Context: an optimization exercise on an open-source flow, tuned for small area, a short achievable clock period and few clock cycles. The choices shown serve that exercise and are no tape-out recipe. At most, simulation tests tie the RTL to the original design; equivalence was not proved. For run 2, only the layout was checked, not whether the RTL still works.

==> flow/design.v, too long to show whole: its modules and the start of the top module <==
// module f32_add: 59 lines
// module f32_mul: 46 lines
// module mul24: 1572 lines
// module src_frac_div: 23 lines
// module gc_src_linear: 159 lines
module gc_src_linear (
    input  wire        clk,
    input  wire        rst,
    input  wire        start,
    input  wire [23:0] cfg_rs,
    input  wire [23:0] cfg_rt,
    input  wire [2:0]  cfg_chm1,
    input  wire        in_valid,
    output wire        in_ready,
    input  wire [31:0] in_data,
    output reg         out_valid,
    input  wire        out_ready,
    output reg  [31:0] out_data
);
  // ...
==> flow/run.sh <==
#!/bin/bash
# synth_recipe.tcl (not shown) runs the flow's synth.tcl, then flattens the netlist and writes it again
# the make line also repeats each setting of config.mk as NAME=value (left out here)
make -C /OpenROAD-flow-scripts/flow DESIGN_CONFIG=/design/flow/config.mk WORK_HOME=/design/flow/orfs CLKGATE_MAP_FILE= SYNTH_SCRIPT=/design/flow/synth_recipe.tcl finish
==> flow/config.mk <==
export PLATFORM = sky130hd
export DESIGN_NAME = gc_src_linear
export DESIGN_NICKNAME = gc_src_linear
export VERILOG_FILES = /design/flow/design.v
export SDC_FILE = /design/flow/constraint.sdc
export NUM_CORES = 4
export LEC_CHECK = 0
export ABC_AREA = 1
export CAP_MARGIN = 20
export CORE_MARGIN = 2
export CORE_UTILIZATION = 40
export SETUP_SLACK_MARGIN = 5
export SLEW_MARGIN = 20
==> flow/constraint.sdc <==
create_clock -name core_clock -period 125.0 [get_ports {clk}]
set_input_delay 25.0000 -clock core_clock [delete_from_list [all_inputs] [get_ports {clk}]]
set_output_delay 25.0000 -clock core_clock [all_outputs]
set_load 0.01 [all_outputs]
==> flow_metrics.env, run 1 <==
export IMPL_status="finished clean"
export IMPL_worstRegToRegCells=132
export IMPL_antenna_found_initial=7
export IMPL_clockBufferDepth=3
export IMPL_place_ws_ps=93340
export IMPL_synth_compound_area_frac=0.1447
export IMPL_dieHeight_um=446.4
export IMPL_synthSimpleGateAreaFrac=0.2580
export IMPL_die_area_um2=199300
export IMPL_place_area_um2=81840
export IMPL_clk_share=0.03882
export IMPL_rsz0062_at_grt="false"
export IMPL_worst_slew_pin_slew_ps=1203
export IMPL_critical_path_top_delay_family="buffers and inverters"
export IMPL_synth_edff_count=399
export IMPL_nNonClkInverters=1433
export IMPL_synthCells=10880
export IMPL_worstSetupPathDepth=22
export IMPL_hold_path_class="reg2reg"
export IMPL_num_tap_cells=2624
export IMPL_syn_area_um2=78280
export IMPL_biggestRegsByFlops="cr: 256 flops, pr: 256 flops"
Testbench counts, summed over its fixed seeds: cycles 276,134.
==> module f32_add, before the edit <==
module f32_add (
    input  wire [31:0] a,
    input  wire [31:0] b,
    output wire [31:0] y
);
    wire        swap = b[30:0] > a[30:0];
    wire [31:0] x = swap ? b : a;
    wire [31:0] v = swap ? a : b;
    wire        sx = x[31];
    wire [7:0]  ex = x[30:23];
    wire [7:0]  ev = v[30:23];
    wire        eff_sub = a[31] ^ b[31];
    wire        xn = ex != 8'd0;
    wire        vn = ev != 8'd0;
    wire [7:0]  exe = ex | {7'b0, !xn};
    wire [7:0]  d  = exe - (ev | {7'b0, !vn});
    wire [26:0] a0 = {vn, v[22:0], 3'b000};
    wire [26:0] a1 = d[0] ? {1'b0,  a0[26:1]} : a0;
    wire        t1 = d[0] & a0[0];
    wire [26:0] a2 = d[1] ? {2'b0,  a1[26:2]} : a1;
    wire        t2 = t1 | (d[1] & (|a1[1:0]));
    wire [26:0] a3 = d[2] ? {4'b0,  a2[26:4]} : a2;
    wire        t3 = t2 | (d[2] & (|a2[3:0]));
    wire [26:0] a4 = d[3] ? {8'b0,  a3[26:8]} : a3;
    wire        t4 = t3 | (d[3] & (|a3[7:0]));
    wire [26:0] a5 = d[4] ? {16'b0, a4[26:16]} : a4;
    wire        t5 = t4 | (d[4] & (|a4[15:0]));
    wire        far = |d[7:5];
    wire [26:0] sml = far ? 27'b0 : a5;
    wire        stk = far ? (vn | (|v[22:0])) : t5;
    wire [26:0] big = {xn, x[22:0], 3'b000};
    wire [27:0] sum = {1'b0, big} + ({1'b0, sml[26:1], sml[0] | stk} ^ {28{eff_sub}}) + {27'b0, eff_sub};
    reg  [4:0] lz;
    integer i;
    always @* begin
        lz = 5'd27;
        for (i = 0; i < 28; i = i + 1)
            if (sum[i]) lz = 5'd27 - i[4:0];
    end
    wire        zero = (sum == 28'b0);
    wire        lim = {3'b0, lz} > exe;
    wire [4:0]  sh  = lim ? exe[4:0] : lz;
    wire [27:0] n0 = sh[4] ? {sum[11:0], 16'b0} : sum;
    wire [27:0] n1 = sh[3] ? {n0[19:0], 8'b0} : n0;
    wire [27:0] n2 = sh[2] ? {n1[23:0], 4'b0} : n1;
    wire [27:0] n3 = sh[1] ? {n2[25:0], 2'b0} : n2;
    wire [27:0] n  = sh[0] ? {n3[26:0], 1'b0} : n3;
    wire [8:0]  e_res = {1'b0, exe} + 9'd1 - {4'b0, sh};
    wire [7:0]  e_fld = n[27] ? e_res[7:0] : 8'd0;
    wire        rnd   = n[3] & (n[4] | n[2] | n[1] | n[0]);
    wire [30:0] pk    = {e_fld, n[26:4]} + {30'b0, rnd};
    wire        xspec = &ex;
    wire        nan   = (|x[22:0]) | ((&ev) & eff_sub);
    wire        ovf   = e_res[8] | (&e_res[7:0]);
    assign y = xspec ? {sx, 8'hFF, nan, 22'b0} :
               ovf   ? {sx, 8'hFF, 23'b0} :
               zero  ? {sx & !eff_sub, 31'b0} :
                       {sx, pk};
endmodule
==> module f32_mul, before the edit <==
module f32_mul (
    input  wire [31:0] a,
    input  wire [31:0] b,
    output wire [31:0] y
);
    wire        sa = a[31];
    wire [7:0]  ea = a[30:23];
    wire [7:0]  eb = b[30:23];
    wire        an = ea != 8'd0;
    wire        a_max  = &ea;
    wire        a_fz   = a[22:0] == 23'b0;
    wire        b_zero = eb == 8'd0;
    wire [23:0] ma = {an, a[22:0]};
    wire [23:0] mb = {1'b1, b[22:0]};
    wire [47:0] p;
    mul24 u_m (.a(ma), .b(mb), .p(p));
    wire [9:0]  e0  = {2'b0, ea | {7'b0, !an}} + {2'b0, eb} - 10'd127;
    wire        nrm = !e0[9] && (e0 != 10'd0);
    wire [9:0]  rs  = 10'd1 - e0;
    wire [4:0]  sh  = nrm ? {4'b0, p[47]} : rs[4:0];
    wire [25:0] s0 = p[47:22];
    wire [25:0] s1 = sh[4] ? {16'b0, s0[25:16]} : s0;
    wire [25:0] s2 = sh[3] ? {8'b0,  s1[25:8]}  : s1;
    wire [25:0] s3 = sh[2] ? {4'b0,  s2[25:4]}  : s2;
    wire [25:0] s4 = sh[1] ? {2'b0,  s3[25:2]}  : s3;
    wire [25:0] n  = sh[0] ? {1'b0,  s4[25:1]}  : s4;
    reg [4:0] tza, tzb;
    integer i;
    always @* begin
        tza = 5'd0;
        tzb = 5'd0;
        for (i = 23; i >= 0; i = i - 1) begin
            if (ma[i]) tza = i[4:0];
            if (mb[i]) tzb = i[4:0];
        end
    end
    wire [5:0]  tz  = {1'b0, tza} + {1'b0, tzb};
    wire        st  = tz < ({1'b0, sh} + 6'd22);
    wire [7:0]  e_fld = nrm ? (e0[7:0] + {7'b0, p[47]}) : {7'b0, n[24]};
    wire        rnd   = n[0] & (st | n[1]);
    wire [30:0] pk    = {e_fld, n[23:1]} + {30'b0, rnd};
    assign y = (a_max && (!a_fz || b_zero)) ? {1'b0, 8'hFF, 1'b1, 22'b0} :
               a_max                        ? {sa, 8'hFF, 23'b0} :
               ((!an && a_fz) || b_zero)    ? {sa, 31'b0} :
                                              {sa, pk};
endmodule
==> module src_frac_div, before the edit <==
module src_frac_div (
    input  wire [47:0] q,
    input  wire        rnz,
    output wire [31:0] frac
);
    reg [4:0] lz;
    integer i;
    always @* begin
        lz = 5'd0;
        for (i = 24; i < 48; i = i + 1)
            if (q[i]) lz = 5'd47 - i[4:0];
    end
    wire [47:0] s0 = lz[4] ? {q[31:0], 16'b0} : q;
    wire [47:0] s1 = lz[3] ? {s0[39:0], 8'b0} : s0;
    wire [47:0] s2 = lz[2] ? {s1[43:0], 4'b0} : s1;
    wire [47:0] s3 = lz[1] ? {s2[45:0], 2'b0} : s2;
    wire [47:0] s4 = lz[0] ? {s3[46:0], 1'b0} : s3;
    wire        st  = (|s4[22:0]) | rnz;
    wire        rnd = s4[23] & (st | s4[24]);
    wire [7:0]  e   = 8'd126 - {3'b0, lz};
    wire [30:0] r   = {e, s4[46:24]} + {30'b0, rnd};
    assign frac = (q[47:24] == 24'b0) ? 32'b0 : {1'b0, r};
endmodule
==> module gc_src_linear, before the edit <==
module gc_src_linear (
    input  wire        clk,
    input  wire        rst,
    input  wire        start,
    input  wire [23:0] cfg_rs,
    input  wire [23:0] cfg_rt,
    input  wire [2:0]  cfg_chm1,
    input  wire        in_valid,
    output wire        in_ready,
    input  wire [31:0] in_data,
    output reg         out_valid,
    input  wire        out_ready,
    output reg  [31:0] out_data
);
    reg [31:0] pr [0:7];
    reg [31:0] cr [0:7];
    reg [2:0]  chm1;
    wire [2:0] hd = 3'd7 - chm1;
    wire [31:0] p_h = pr[hd];
    wire [31:0] c_h = cr[hd];
    wire load;
    integer k;
    always @(posedge clk) begin
        for (k = 0; k < 7; k = k + 1) begin
            pr[k] <= pr[k+1];
            cr[k] <= cr[k+1];
        end
        pr[7] <= load ? c_h : p_h;
        cr[7] <= load ? in_data : c_h;
    end
    reg        act;           
    reg [2:0]  ph;            
    reg [2:0]  ldc;           
    reg        lf;            
    reg        ow;            
    reg [2:0]  ec;            
    reg        fst;           
    reg        zp;            
    reg [24:0] acc;
    reg [23:0] rs_q, rt_q;
    reg        last;          
    reg [1:0]  cnt;           
    reg [31:0] sk;            
    reg        s_v;           
    reg [31:0] s_p, s_m;      
    reg [47:0] q;
    reg [23:0] r;
    reg [47:0] qs;            
    reg [23:0] rr;            
    reg        qv;            
    reg        dv;            
    reg [6:0]  dcnt;
    reg [31:0] fr;            
    wire iss_ok = !(s_v && cnt[1]) && (ec != chm1 || qv);
    wire issue = ow && (ph == ec) && iss_ok;
    wire fdone = issue && (ec == chm1);        
    assign in_ready = act && (ph == ldc) && !lf &&
                      (!ow || (last && ((ldc < ec) || ((ldc == ec) && iss_ok))));
    assign load = in_valid && in_ready && !rst && !start;
    wire fcomp = lf || (load && (ldc == chm1));      
    wire odone = !ow || (fdone && last);            
    wire promote = fcomp && odone;
    wire [24:0] acc_a = fdone ? acc + {1'b0, rs_q} : acc;
    wire [24:0] acc_p = acc_a - {1'b0, rt_q};
    wire [24:0] acc_n = promote ? acc_p : acc_a;
    wire        ow_n  = promote ? (acc_p < {1'b0, rt_q}) : (ow && !(fdone && last));
    wire [25:0] lst   = {1'b0, acc_n} + {2'b0, rs_q} - {2'b0, rt_q};
    wire [24:0] rsum = {1'b0, r} + {1'b0, rr};
    wire [25:0] rdif = {1'b0, rsum} - {2'b0, rt_q};
    wire        rge  = !rdif[25];
    wire [47:0] q_st = q + qs + {47'b0, rge};
    wire [23:0] r_st = rge ? rdif[23:0] : rsum[23:0];
    wire [31:0] fr_n;
    src_frac_div u_fr (.q(q), .rnz(r != 24'b0), .frac(fr_n));
    wire [24:0] d2  = {rr, (dcnt < 7'd24) ? rs_q[5'd23 - dcnt[4:0]] : 1'b0};
    wire [25:0] dd  = {1'b0, d2} - {2'b0, rt_q};
    wire        dge = !dd[25];
    wire [31:0] prev_s = zp ? 32'b0 : p_h;
    wire [31:0] diff, scaled, y;
    f32_add u_sub (.a(c_h),  .b({~prev_s[31], prev_s[30:0]}), .y(diff));
    f32_mul u_mul (.a(diff), .b(fr),  .y(scaled));
    f32_add u_add (.a(s_p),  .b(s_m), .y(y));
    wire pop = out_valid && out_ready;
    wire mv  = s_v && (!cnt[1] || pop);       
    always @(posedge clk) begin
        if (rst) begin
            act <= 1'b0;
            ow <= 1'b0;
            lf <= 1'b0;
            dv <= 1'b0;
            cnt <= 2'd0;
            s_v <= 1'b0;
            out_valid <= 1'b0;
        end else if (start) begin
            act <= 1'b1;
            chm1 <= cfg_chm1;
            rs_q <= cfg_rs;
            rt_q <= cfg_rt;
            acc <= {1'b0, cfg_rt};
            last <= 1'b1;
            ph <= 3'd0;
            ldc <= 3'd0;
            ec <= 3'd0;
            lf <= 1'b0;
            ow <= 1'b0;
            fst <= 1'b1;
            zp <= 1'b1;
            q <= 48'b0;
            r <= 24'b0;
            rr <= 24'b0;
            qv <= 1'b0;
            dv <= 1'b1;
            dcnt <= 7'd0;
            fr <= 32'b0;
            cnt <= 2'd0;
            s_v <= 1'b0;
            out_valid <= 1'b0;
        end else begin
            ph <= (ph == chm1) ? 3'd0 : ph + 3'd1;
            if (load) ldc <= (ldc == chm1) ? 3'd0 : ldc + 3'd1;
            if (issue) ec <= (ec == chm1) ? 3'd0 : ec + 3'd1;
            lf <= fcomp && !promote;
            ow <= ow_n;
            acc <= acc_n;
            last <= !lst[25];
            if (promote) begin
                fst <= 1'b0;
                if (!fst) zp <= 1'b0;
            end
            if (dv) begin
                rr <= dge ? dd[23:0] : d2[23:0];
                qs <= {qs[46:0], dge};
                dcnt <= dcnt + 7'd1;
                if (dcnt == 7'd71) dv <= 1'b0;
            end
            if (fdone) fr <= fr_n;
            if (fdone || (!dv && !qv && act)) begin
                q <= q_st;
                r <= r_st;
                if (!qv) qv <= 1'b1;
            end
            if (!s_v || mv) begin
                s_p <= prev_s;
                s_m <= scaled;
            end
            s_v <= issue || (s_v && !mv);
            if (mv && (cnt == 2'd0 || (cnt == 2'd1 && pop))) out_data <= y;
            else if (pop && cnt[1]) out_data <= sk;
            if (mv && ((cnt == 2'd1 && !pop) || (cnt[1] && pop))) sk <= y;
            if (mv && !pop) begin
                cnt <= cnt + 2'd1;
                out_valid <= 1'b1;
            end else if (!mv && pop) begin
                cnt <= cnt - 2'd1;
                out_valid <= cnt[1];
            end
        end
    end
endmodule
==> run 2, diff against run 1 <==
==> flow/design.v (replaced) <==
module f32_add (
    input  wire [31:0] a,
    input  wire [31:0] b,
    input  wire        sub,
    output reg  [31:0] y
);
    wire        sa = a[31];
    wire        sb = b[31] ^ sub;
    wire [7:0]  ea = a[30:23];
    wire [7:0]  eb = b[30:23];
    wire [22:0] fa = a[22:0];
    wire [22:0] fb = b[22:0];
    wire a_nan = (ea == 8'hFF) && (fa != 0);
    wire b_nan = (eb == 8'hFF) && (fb != 0);
    wire a_inf = (ea == 8'hFF) && (fa == 0);
    wire b_inf = (eb == 8'hFF) && (fb == 0);
    wire        swap = {eb, fb} > {ea, fa};
    wire        sx = swap ? sb : sa;
    wire [7:0]  ex = swap ? eb : ea;
    wire [7:0]  ey = swap ? ea : eb;
    wire [22:0] fx = swap ? fb : fa;
    wire [22:0] fy = swap ? fa : fb;
    wire [7:0]  ex_eff = (ex == 0) ? 8'd1 : ex;
    wire [7:0]  ey_eff = (ey == 0) ? 8'd1 : ey;
    wire [23:0] mx = {ex != 0, fx};
    wire [23:0] my = {ey != 0, fy};
    wire [7:0]  d  = ex_eff - ey_eff;
    wire [26:0] big = {mx, 3'b000};
    reg  [26:0] sml;
    reg  [26:0] mask;
    always @* begin
        if (d >= 8'd27) begin
            sml = {26'b0, |my};
            mask  = 27'b0;
        end else begin
            mask  = (27'b1 << d) - 27'b1;
            sml = ({my, 3'b000} >> d) | {26'b0, |({my, 3'b000} & mask)};
        end
    end
    wire        eff_sub = sa ^ sb;
    wire [27:0] sum = eff_sub ? ({1'b0, big} - {1'b0, sml}) : ({1'b0, big} + {1'b0, sml});
    reg  [4:0]  lz;
    reg  [26:0] norm;
    reg  [8:0]  e_res;
    reg  [4:0]  sh;
    integer i;
    always @* begin
        lz = 5'd27;
        for (i = 0; i < 27; i = i + 1)
            if (sum[i]) lz = 5'd26 - i[4:0];
        if (sum[27]) begin
            norm  = {sum[27:2], sum[1] | sum[0]};
            e_res = {1'b0, ex_eff} + 9'd1;
            sh    = 5'd0;
        end else begin
            if ({3'b0, lz} > ex_eff - 8'd1)
                sh = ex_eff[4:0] - 5'd1;
            else
                sh = lz;
            norm  = sum[26:0] << sh;
            e_res = {1'b0, ex_eff} - {4'b0, sh};
        end
    end
    wire [7:0]  e_field = norm[26] ? e_res[7:0] : 8'd0;
    wire        rnd     = norm[2] & (norm[1] | norm[0] | norm[3]);
    wire [30:0] pk  = {e_field, norm[25:3]} + {30'b0, rnd};
    always @* begin
        if (a_nan || b_nan || (a_inf && b_inf && (sa != sb)))
            y = 32'h7FC00000;
        else if (a_inf)
            y = {sa, 8'hFF, 23'b0};
        else if (b_inf)
            y = {sb, 8'hFF, 23'b0};
        else if (sum == 28'b0)
            y = {eff_sub ? 1'b0 : sa, 31'b0};
        else if (e_res >= 9'd255)
            y = {sx, 8'hFF, 23'b0};
        else
            y = {sx, pk};
    end
endmodule
module f32_mul (
    input  wire [31:0] a,
    input  wire [31:0] b,
    output reg  [31:0] y
);
    wire        sy = a[31] ^ b[31];
    wire [7:0]  ea = a[30:23];
    wire [7:0]  eb = b[30:23];
    wire [22:0] fa = a[22:0];
    wire [22:0] fb = b[22:0];
    wire a_nan  = (ea == 8'hFF) && (fa != 0);
    wire b_nan  = (eb == 8'hFF) && (fb != 0);
    wire a_inf  = (ea == 8'hFF) && (fa == 0);
    wire b_inf  = (eb == 8'hFF) && (fb == 0);
    wire a_zero = (ea == 0) && (fa == 0);
    wire b_zero = (eb == 0) && (fb == 0);
    wire [23:0] ma = {ea != 0, fa};
    wire [23:0] mb = {eb != 0, fb};
    wire [9:0]  ea_eff = (ea == 0) ? 10'd1 : {2'b0, ea};
    wire [9:0]  eb_eff = (eb == 0) ? 10'd1 : {2'b0, eb};
    wire [47:0] p = ma * mb;
    reg [5:0] lz;
    integer i;
    always @* begin
        lz = 6'd48;
        for (i = 0; i < 48; i = i + 1)
            if (p[i]) lz = 6'd47 - i[5:0];
    end
    wire signed [11:0] e_norm = $signed({2'b0, ea_eff}) + $signed({2'b0, eb_eff})
                                - 12'sd126 - $signed({6'b0, lz});
    wire signed [11:0] e_sub  = $signed({2'b0, ea_eff}) + $signed({2'b0, eb_eff}) - 12'sd127;
    wire               is_norm = (e_norm >= 12'sd1);
    wire signed [11:0] shift  = is_norm ? $signed({6'b0, lz}) : e_sub;
    reg  [47:0] pn;
    reg         lost;
    reg  [11:0] rsh;
    always @* begin
        rsh  = 12'd0;
        lost = 1'b0;
        if (shift >= 0) begin
            pn = p << shift[5:0];
        end else begin
            rsh = -shift;
            if (rsh >= 12'd48) begin
                pn   = 48'b0;
                lost = |p;
            end else begin
                pn   = p >> rsh[5:0];
                lost = |(p & ((48'b1 << rsh[5:0]) - 48'b1));
            end
        end
    end
    wire [7:0]  e_field = is_norm ? e_norm[7:0] : 8'd0;
    wire        g       = pn[23];
    wire        st      = (|pn[22:0]) | lost;
    wire        rnd     = g & (st | pn[24]);
    wire [30:0] pk  = {e_field, pn[46:24]} + {30'b0, rnd};
    always @* begin
        if (a_nan || b_nan || (a_inf && b_zero) || (b_inf && a_zero))
            y = 32'h7FC00000;
        else if (a_inf || b_inf)
            y = {sy, 8'hFF, 23'b0};
        else if (a_zero || b_zero)
            y = {sy, 31'b0};
        else if (is_norm && (e_norm >= 12'sd255))
            y = {sy, 8'hFF, 23'b0};
        else
            y = {sy, pk};
    end
endmodule
module src_frac_div (
    input  wire [23:0] num,
    input  wire [23:0] den,
    output reg  [31:0] frac
);
    reg [4:0]  lz_n, lz_d;
    integer i, k;
    always @* begin
        lz_n = 5'd24;
        lz_d = 5'd24;
        for (i = 0; i < 24; i = i + 1) begin
            if (num[i]) lz_n = 5'd23 - i[4:0];
            if (den[i]) lz_d = 5'd23 - i[4:0];
        end
    end
    wire [23:0] n_norm = num << lz_n;
    wire [23:0] d_norm = den << lz_d;
    wire        ge = (n_norm >= d_norm);
    wire [24:0] x  = ge ? {1'b0, n_norm} : {n_norm, 1'b0};
    wire [7:0]  e_b = 8'd127 + {3'b0, lz_d} - {3'b0, lz_n} - {7'b0, ~ge};
    reg [24:0] q;
    reg [25:0] r;
    always @* begin
        r = {1'b0, x};
        for (k = 24; k >= 0; k = k - 1) begin
            if (r >= {2'b0, d_norm}) begin
                q[k] = 1'b1;
                r    = r - {2'b0, d_norm};
            end else begin
                q[k] = 1'b0;
            end
            if (k != 0) r = r << 1;
        end
    end
    wire        rnd    = q[0] & ((r != 0) | q[1]);
    wire [30:0] pk = {e_b, q[23:1]} + {30'b0, rnd};
    always @* begin
        if (num == 24'b0)
            frac = 32'b0;
        else
            frac = {1'b0, pk};
    end
endmodule
module gc_src_linear (
    input  wire        clk,
    input  wire        rst,
    input  wire        start,
    input  wire [23:0] cfg_rs,
    input  wire [23:0] cfg_rt,
    input  wire [2:0]  cfg_chm1,
    input  wire        in_valid,
    output wire        in_ready,
    input  wire [31:0] in_data,
    output reg         out_valid,
    input  wire        out_ready,
    output reg  [31:0] out_data
);
    localparam S_IDLE  = 2'd0;    
    localparam S_LOAD  = 2'd1;    
    localparam S_CHECK = 2'd2;    
    localparam S_EMIT  = 2'd3;    
    reg [1:0]   state;
    reg [23:0]  rs_q, rt_q;
    reg [2:0]   chm1_q;
    reg [2:0]   idx;
    reg [24:0]  acc;
    reg [31:0]  frac_q;
    reg [255:0] cur_q;
    reg [255:0] prev_q;
    assign in_ready = (state == S_LOAD);
    wire [31:0] cur_s  = cur_q[idx*32 +: 32];
    wire [31:0] prev_s = prev_q[idx*32 +: 32];
    wire [31:0] frac_w;
    src_frac_div u_div (
        .num  (acc[23:0]),
        .den  (rt_q),
        .frac (frac_w)
    );
    wire [31:0] diff, scaled, y;
    f32_add u_sub (.a(cur_s),  .b(prev_s), .sub(1'b1), .y(diff));
    f32_mul u_mul (.a(diff),   .b(frac_q),              .y(scaled));
    f32_add u_add (.a(prev_s), .b(scaled), .sub(1'b0), .y(y));
    wire out_free = !out_valid || out_ready;
    always @(posedge clk) begin
        if (rst) begin
            state     <= S_IDLE;
            out_valid <= 1'b0;
            out_data  <= 32'b0;
            idx       <= 3'd0;
            acc       <= 25'd0;
            frac_q    <= 32'b0;
            rs_q      <= 24'd0;
            rt_q      <= 24'd0;
            chm1_q    <= 3'd0;
            cur_q     <= 256'b0;
            prev_q    <= 256'b0;
        end else if (start) begin
            state     <= S_LOAD;
            out_valid <= 1'b0;
            idx       <= 3'd0;
            acc       <= 25'd0;
            rs_q      <= cfg_rs;
            rt_q      <= cfg_rt;
            chm1_q    <= cfg_chm1;
            prev_q    <= 256'b0;
        end else begin
            if (out_valid && out_ready)
                out_valid <= 1'b0;
            case (state)
                S_LOAD: begin
                    if (in_valid) begin
                        cur_q[idx*32 +: 32] <= in_data;
                        if (idx == chm1_q) begin
                            idx   <= 3'd0;
                            state <= S_CHECK;
                        end else begin
                            idx <= idx + 3'd1;
                        end
                    end
                end
                S_CHECK: begin
                    if (acc < {1'b0, rt_q}) begin
                        frac_q <= frac_w;
                        state  <= S_EMIT;
                    end else begin
                        acc    <= acc - {1'b0, rt_q};
                        prev_q <= cur_q;
                        state  <= S_LOAD;
                    end
                end
                S_EMIT: begin
                    if (out_free) begin
                        out_data  <= y;
                        out_valid <= 1'b1;
                        if (idx == chm1_q) begin
                            idx   <= 3'd0;
                            acc   <= acc + {1'b0, rs_q};
                            state <= S_CHECK;
                        end else begin
                            idx <= idx + 3'd1;
                        end
                    end
                end
                default: ;
            endcase
        end
    end
endmodule
--- a/flow/config.mk
+++ b/flow/config.mk
@@ -6,5 +6,4 @@
 export NUM_CORES = 4
 export LEC_CHECK = 0
-export ABC_AREA = 1
 export CAP_MARGIN = 20
 export CORE_MARGIN = 2
==> flow_metrics.env, run 2 <==
export IMPL_whs_endpoint="prev_q[160]"
export IMPL_synthTopCellsByCount="2116 x nand2_1, 1618 x nor2_1, 1208 x a21oi_1"
export IMPL_max_stage_delay_ps=610
export IMPL_synth_area_leaders="ha_1 11%, dfxtp_1 11%, fa_1 8.4%"
export IMPL_cts_sinks=657
export IMPL_postRouteWirelength_mm=492.8
export IMPL_status="finished clean"
export IMPL_worst_setup_path_start_kind="flop"
export IMPL_num_rows=199
export IMPL_crit_fanout=38
export IMPL_whs_ps=420.6
export IMPL_drtPass1Iterations=9
export IMPL_yosysUniqueCellTypes=159
export IMPL_synth_ff_type="dfxtp_1"
export IMPL_worstRegToRegCells=629
export IMPL_synthCells=16020
export IMPL_clkTransAtPathRegs_ps=60
export IMPL_crit_slowest_cell="or4b_1"
export IMPL_grt_overflow_total=0
export IMPL_fill_cells=30440
export IMPL_gp_congestion=1.050
export IMPL_layout_common_cells="2096 x nand2_1, 1583 x nor2_1, 1172 x a21oi_1"
export IMPL_rrSetupSlack_ps=13420
export IMPL_seq_area_frac_synth=0.1111
export IMPL_timing_rr_start="acc[1]"
export IMPL_via_count=124800
export IMPL_avgViaCountPerCell=6.320
export IMPL_fmax_ghz=0.008962
export IMPL_dpl_hpwl_mm=371.9
export IMPL_synth_nets=17680
export IMPL_hold_depth=2
export IMPL_worstSetupPathDepth=629
export IMPL_rsz0062_at_grt="false"
export IMPL_clockBufferDepth=3
export IMPL_syn_avg_cell_area_um2=7.387
export IMPL_place_ws_ps=517.3
export IMPL_place_area_um2=123900
export IMPL_dp_cells=19550
export IMPL_fp_dieW_um=547.9
export IMPL_cp_arrival_ps=112220
export IMPL_syn_area_um2=118300
export IMPL_drc_errors=0
export IMPL_cts_tree="built"
export IMPL_yosys_area_share_adder=0.1979
export IMPL_core_um2=294100
export IMPL_h_tree_depth=3
export IMPL_hold_violations=0
export IMPL_maxSlewHeadroom=0.1474
export IMPL_cp_endpoint="frac_q[30]"
export IMPL_wl_per_cell_um=24.95
export IMPL_grt_pass1_vias=115700
export IMPL_tns_ps=0
export IMPL_start_util=0.4024
export IMPL_synth_most_common_cell="nand2_1"
export IMPL_cts_root_buf="clkbuf_16"
export IMPL_synth_seq_cells=657
export IMPL_setup_ws_ps=13420
export IMPL_post_cts_hold_buffer_count=0
export IMPL_min_period_ps=111580
export IMPL_synth_warnings=4
export IMPL_end_kind="flop"
export IMPL_grtUsageTotal=0.3123
export IMPL_worst_path_most_repeated_cell="a21o_1"
export IMPL_worst_slew_pin_slew_ps=1270
export IMPL_critPathKind="reg2reg"
export IMPL_antenna_found_initial=25
export IMPL_crit_required_ps=125640
export IMPL_fin_nets=17430
export IMPL_die_area_um2=300200
export IMPL_synth_top_family_by_area="compound AO/OA/AOI/OAI gates"
export IMPL_synth_edff_count=0
export IMPL_skew_ps=63.72
export IMPL_final_common_cell="nand2_1"
export IMPL_startpoint="acc[1]"
export IMPL_layout_worst_path_cycle_share=0.8926
export IMPL_grt_max_degree=182
export IMPL_finalSetupViolCount=0
export IMPL_postLayoutCellArea_um2=127700
export IMPL_yosys_mux_area_fraction=0.08648
export IMPL_drive_above_1_share=0.1002
export IMPL_port_buffers=121
export IMPL_io_pins=122
export IMPL_grt_pass1_wl_mm=733.7
export IMPL_finalNonFillerCells=19750
export IMPL_async_flop_share=0
export IMPL_critical_path_top_delay_family="compound AO/OA/AOI/OAI gates"
export IMPL_worstHoldStart="cur_q[160]"
export IMPL_rr_endpoint="frac_q[30]"
export IMPL_drtIter0Drc=14720
export IMPL_maxSlewViolCount=0
export IMPL_cap_violations=0
export IMPL_area_growth_pct=7.944
export IMPL_clk_latency_ps=730
export IMPL_synth_compound_area_frac=0.2652
export IMPL_synthSimpleGateAreaFrac=0.2286
export IMPL_path_buf_inv=30
export IMPL_dieHeight_um=547.9
export IMPL_hold_path_class="reg2reg"
export IMPL_cts_buffers=69
export IMPL_netlist_area_leader_share=0.1141
export IMPL_synth_top_area_cell="ha_1"
export IMPL_synthXorXnorAreaFrac=0.04692
export IMPL_postRouteAntennaNets=0
export IMPL_biggestRegsByFlops="cur_q: 256 flops, prev_q: 256 flops, out_data: 32 flops"
## run 2: cell type report
type	count	area, µm²	area share
Antenna cell	12	30.03	0.0002351
Clock inverter	25	366.6	0.002870
Clock buffer	99	1979	0.01550
Timing Repair inverter	1	5.005	0.00003918
Tap cell	3919	4903	0.03839
Timing Repair Buffer	581	4841	0.03790
Sequential cell	657	13170	0.1031
Inverter	912	3440	0.02693
Multi-Input combinational cell	13550	99000	0.7751
## run 2: kinds of logic (layout without fill, tap and decap cells)
| kind of cell | after synthesis | in the layout |
|---|---|---|
| buf+inv | 1819 | 1618 |
| mux | 787 | 787 |
| simple gates | 5853 | 5855 |
| other cells | 0 | 12 |
| fa+ha+maj | 1575 | 1575 |
| xor+xnor | 634 | 634 |
| flops | 657 | 657 |
| compound gates | 4695 | 4696 |
## run 2: layer usage
layer,global-route usage,share of wire
met5,0,0.00021
met4,0.1173,0.042
met1,0.4305,0.43
met3,0.04994,0.091
met2,0.4879,0.44
## run 2: what timing repair did
action | CTS | global route
endpoints found under the setup margin | 31 | 31
resized for setup | 45 | 220
cloned | 2 | 4
pin swaps | 6 | 38
setup buffers | 6 | 52
## run 2: through the flow
step	util
floorplan	-
global placement	0.4214
detailed placement	0.4215
CTS	0.4303
global route	0.4343
finish	0.4344

what the ideal ports hide:
How much do the figures lean on ideal ports? The routed layouts below were timed once more, with nothing changed but the port constraints.
Step 1 (the two cells are an assumption about what drives the block):
set clk [get_ports {clk}]
set_driving_cell -lib_cell sky130_fd_sc_hd__clkbuf_16 $clk
set_driving_cell -lib_cell sky130_fd_sc_hd__buf_2 [delete_from_list [all_inputs] $clk]
Step 2 adds t to the input delays and takes it off the output delays; t is the mean of the earliest and latest rising clock arrival at the registers after step 1. Input paths then give back, and output paths get back, about the clock's delay inside the block.
a / b / c = ideal ports / drivers / drivers and shift; a / b = the first two.
| run | t (ns) | setup slack, ns | worst setup path after step 2 | clock arrival spread, ns | slew at the worst register clock pin (ns) |
|---|---|---|---|---|---|
| run 1 | 0.797 | 94.131 / 94.090 / 93.292 | input to register | 0.089 / 0.089 | 0.07 / 0.07 |
| run 2 | 0.770 | 13.424 / 13.424 / 13.424 | register to register | 0.064 / 0.063 | 0.07 / 0.07 |
After both steps every run listed still meets setup and hold. The setup slack of run 1, which loses most, moves by -0.041 ns with the drivers and by -0.839 ns with both steps.
